This is an optimization exercise on Yosys and OpenROAD, whose aim is small area, a short achievable clock period and few clock cycles per item, not a production implementation. In this exercise RTL edits were held to simulation tests only and were not proved equivalent to the original. No activity file was given, so power comes from the tool's default toggle rates.

// crc_engine
module crc_engine (
    input  wire        clk,
    input  wire        rst,
    input  wire        cmd_valid,
    output wire        cmd_ready,
    input  wire [7:0]  cmd_op,
    input  wire [31:0] cmd_acc,
    input  wire [15:0] cmd_len,
    input  wire        data_valid,
    output wire        data_ready,
    input  wire [31:0] data,
    output wire        rsp_valid,
    input  wire        rsp_ready,
    output wire [3:0]  rsp_status,
    output wire [31:0] rsp_value
);
Size in the first run: ~67 flip-flops, about 130 I/O pins, roughly 0.0070 mm2 of cells after synthesis.
Settings: LEC_CHECK=0, CAP_MARGIN=20, CORE_MARGIN=2, CORE_UTILIZATION=55, CTS_BUF_LIST=sky130_fd_sc_hd__clkbuf_4 sky130_fd_sc_hd__clkbuf_8, PLACE_DENSITY=0.7, SETUP_SLACK_MARGIN=2.6, SLEW_MARGIN=20, SYNTH_HIERARCHICAL=1, SYNTH_MEMORY_MAX_BITS=16384; clock period 5.0 ns.
standard.sh (not shown) runs the stock make flow with config.mk's settings and CLKGATE_MAP_FILE= SYNTH_SCRIPT=/design/flow/synth_recipe.tcl, a recipe that flattens the netlist after the stock synthesis.
==> flow/flow/run.sh <==
#!/bin/bash
# The standard layout, with plain buffers on the ports: buffer_ports picks a
# clock delay cell by default, which is larger and slower than buf_1.
set -euo pipefail
bash standard.sh synth > synth.log 2>&1
export BUFFER_PORTS_ARGS="-buffer_cell sky130_fd_sc_hd__buf_1"
bash standard.sh > layout.log 2>&1
Testbench counts at the start, summed over its fixed seeds: cycles 106,086, bytes 379,321.
Then changed:
CORE_UTILIZATION = 40   (was 55)
PLACE_DENSITY = not set   (was 0.7)
- The changed run ran to the end with no violations
- combinational power decreases by about 3%
- cell area decreases by 0.41%
- count of clock-buffer cells in the layout decreases by 2
- clock skew increases by 13 ps
- setup slack improves by 130 ps
- register-to-register slack improves by 160 ps

---

Another version of the RTL of crc_engine (not shown whole).
For scale: about 760 cells after synthesis, ~130 I/O pins, roughly 0.0070 mm² of cells after synthesis.
Settings: LEC_CHECK=0, CAP_MARGIN=20, CORE_MARGIN=2, CORE_UTILIZATION=40, CTS_BUF_LIST=sky130_fd_sc_hd__clkbuf_4 sky130_fd_sc_hd__clkbuf_8, SETUP_SLACK_MARGIN=2.0, SLEW_MARGIN=20, SYNTH_HIERARCHICAL=1, SYNTH_MEMORY_MAX_BITS=16384; clock period 5.0 ns.
Scripts as last shown in full above: flow/flow/run.sh
The first run completed without violations.
Testbench counts at the start, summed over its fixed seeds: cycles 107,278, bytes 379,321.
Change:
Settings changed: CORE_UTILIZATION 40 to 60, SETUP_SLACK_MARGIN 2.0 to 2.5.
Cell area came out higher by 11%.
Core utilization increases by 31 points.
Worst hold slack gains 0.0066 ns.
Count of clock-buffer cells in the layout stays the same.
Register-to-register slack gets better by 0.32 ns.
Change:
Settings changed: CORE_UTILIZATION 60 to 40, SETUP_SLACK_MARGIN 2.5 to 2.75.
Effect: Fmax came out higher by 9.8%; area after synthesis does not change; setup slack gets better by 0.24 ns; worst hold slack gets better by 0.0084 ns; total power came out higher by 20%.
Change:
Settings changed: CTS_BUF_LIST sky130_fd_sc_hd__clkbuf_4 sky130_fd_sc_hd__clkbuf_8 to default, SETUP_SLACK_MARGIN 2.75 to 3.5.
Result: Design area grows by 27%. Combinational power climbs by 42%. Via count came out higher by 14%. Sequential cell count does not change. Core utilization climbs by 16 points. Wire length rises by about 32%. Sequential share of layout area goes down by 3.4 points. Power is higher by about 33%. Setup slack is worse by 0.11 ns. Synthesized cell count is unchanged. Sequential power fell by about 4.3%.

---

Another version of the RTL of crc_engine (not shown whole).
Size: ~760 cells after synthesis, about 62 flip-flops, about 130 I/O pins, roughly 6800 µm² of cells after synthesis.
// crc_engine
module crc_engine (
    input  wire        clk,
    input  wire        rst,
    input  wire        cmd_valid,
    output wire        cmd_ready,
    input  wire [7:0]  cmd_op,
    input  wire [31:0] cmd_acc,
    input  wire [15:0] cmd_len,
    input  wire        data_valid,
    output wire        data_ready,
    input  wire [31:0] data,
    output wire        rsp_valid,
    input  wire        rsp_ready,
    output wire [3:0]  rsp_status,
    output wire [31:0] rsp_value
);
Settings: LEC_CHECK=0, CAP_MARGIN=10, CORE_MARGIN=2, CORE_UTILIZATION=40, CTS_BUF_LIST=sky130_fd_sc_hd__clkbuf_4 sky130_fd_sc_hd__clkbuf_8, SETUP_SLACK_MARGIN=2.45, SLEW_MARGIN=10, SYNTH_HIERARCHICAL=1, SYNTH_MEMORY_MAX_BITS=16384; clock period 5.0 ns.
Scripts as last shown in full above: flow/flow/run.sh
The starting point went through all stages and came out clean.
Testbench counts at the start, summed over its fixed seeds: cycles 106,086, bytes 379,321.
Next try:
--- a/flow/config.mk
+++ b/flow/config.mk
@@ -6,10 +6,10 @@
 export NUM_CORES = 4
 export LEC_CHECK = 0
-export CAP_MARGIN = 10
+export CAP_MARGIN = 20
 export CORE_MARGIN = 2
 export CORE_UTILIZATION = 40
 export CTS_BUF_LIST = sky130_fd_sc_hd__clkbuf_4 sky130_fd_sc_hd__clkbuf_8
-export SETUP_SLACK_MARGIN = 2.45
-export SLEW_MARGIN = 10
+export SETUP_SLACK_MARGIN = 2.55
+export SLEW_MARGIN = 20
 export SYNTH_HIERARCHICAL = 1
 export SYNTH_MEMORY_MAX_BITS = 16384
Effect: Non-clock buffer count rose by 16; routed wire length goes up by a few percent; clock-buffer cell count went up by 1; total power came out higher by a few percent; setup slack improved by 0.062 ns; cell count came out higher slightly.

---

crc_engine with an RTL version that a note above also has.
For scale: about 130 I/O pins.
Design crc_engine, start of the top module:
module crc_engine (
    input  wire        clk,
    input  wire        rst,
    input  wire        cmd_valid,
    output wire        cmd_ready,
    input  wire [7:0]  cmd_op,
    input  wire [31:0] cmd_acc,
    input  wire [15:0] cmd_len,
    input  wire        data_valid,
    output wire        data_ready,
    input  wire [31:0] data,
    output wire        rsp_valid,
    input  wire        rsp_ready,
    output wire [3:0]  rsp_status,
    output wire [31:0] rsp_value
);
export LEC_CHECK = 0
export CAP_MARGIN = 20
export CORE_MARGIN = 2
export CORE_UTILIZATION = 40
export SETUP_SLACK_MARGIN = 2.5
export SLEW_MARGIN = 20
export SYNTH_HIERARCHICAL = 1
export SYNTH_MEMORY_MAX_BITS = 16384
create_clock -name core_clock -period 5.0 [get_ports {clk}]
Scripts as last shown in full above: flow/flow/run.sh
The starting point completed without violations.
Testbench counts at the start, summed over its fixed seeds: cycles 107,278, bytes 379,321.
Next try:
SETUP_SLACK_MARGIN = 3.0   (was 2.5)
The new run finished clean.
Worst setup slack got worse by 0.21 ns.
Sequential power fell by about 10%.
Cell count is higher by 18%.
Combinational power increases by 77%.
Clock skew is lower by 0.0054 ns.
Die area does not change.

## separate check: timing with driven ports
No port has a modelled driver above. Below, the same layouts with a new extraction and two added sets of constraints.
Step 1 (the two cells are an assumption about what drives the block):
set clk [get_ports {clk}]
set_driving_cell -lib_cell sky130_fd_sc_hd__clkbuf_16 $clk
set_driving_cell -lib_cell sky130_fd_sc_hd__buf_2 [delete_from_list [all_inputs] $clk]
Step 2 moves the port delays by t, midway between the first and last clock arrival at a register: inputs arrive t later, outputs are due t later. That takes back most of the time a late clock gives input paths.
Slacks: no drivers / after step 1 / after step 2; pairs: no drivers / after step 1.
run | t (ns) | slack for setup (ns) | hold WS [ns] | worst setup path after step 2
the first run of note 1 | 0.397 | 2.387 / 2.387 / 2.227 | 0.582 / 0.582 / 0.582 | input to register
the second run of note 1 | 0.407 | 2.517 / 2.482 / 2.279 | 0.565 / 0.565 / 0.565 | input to register
the first run of note 2 | 0.398 | 2.015 / 2.015 / 2.015 | 0.496 / 0.496 / 0.496 | register to register
the second run of note 2 | 0.395 | 2.331 / 2.331 / 2.278 | 0.502 / 0.502 / 0.502 | input to register
the third run of note 2 | 0.401 | 2.569 / 2.569 / 2.385 | 0.511 / 0.511 / 0.511 | input to register
the fourth run of note 2 | 0.373 | 2.461 / 2.461 / 2.461 | 0.571 / 0.571 / 0.571 | register to register
the first run of note 3 | 0.395 | 2.444 / 2.444 / 2.240 | 0.499 / 0.499 / 0.499 | input to register
the second run of note 3 | 0.371 | 2.505 / 2.492 / 2.250 | 0.492 / 0.492 / 0.492 | input to register
the first run of note 4 | 0.384 | 2.400 / 2.400 / 2.283 | 0.500 / 0.500 / 0.500 | input to register
the second run of note 4 | 0.373 | 2.193 / 2.193 / 2.193 | 0.507 / 0.507 / 0.507 | register to register
After both steps every run listed still meets setup and hold. The setup slack of the second run of note 3, which loses most, moves by -0.013 ns with the drivers and by -0.255 ns with both steps.
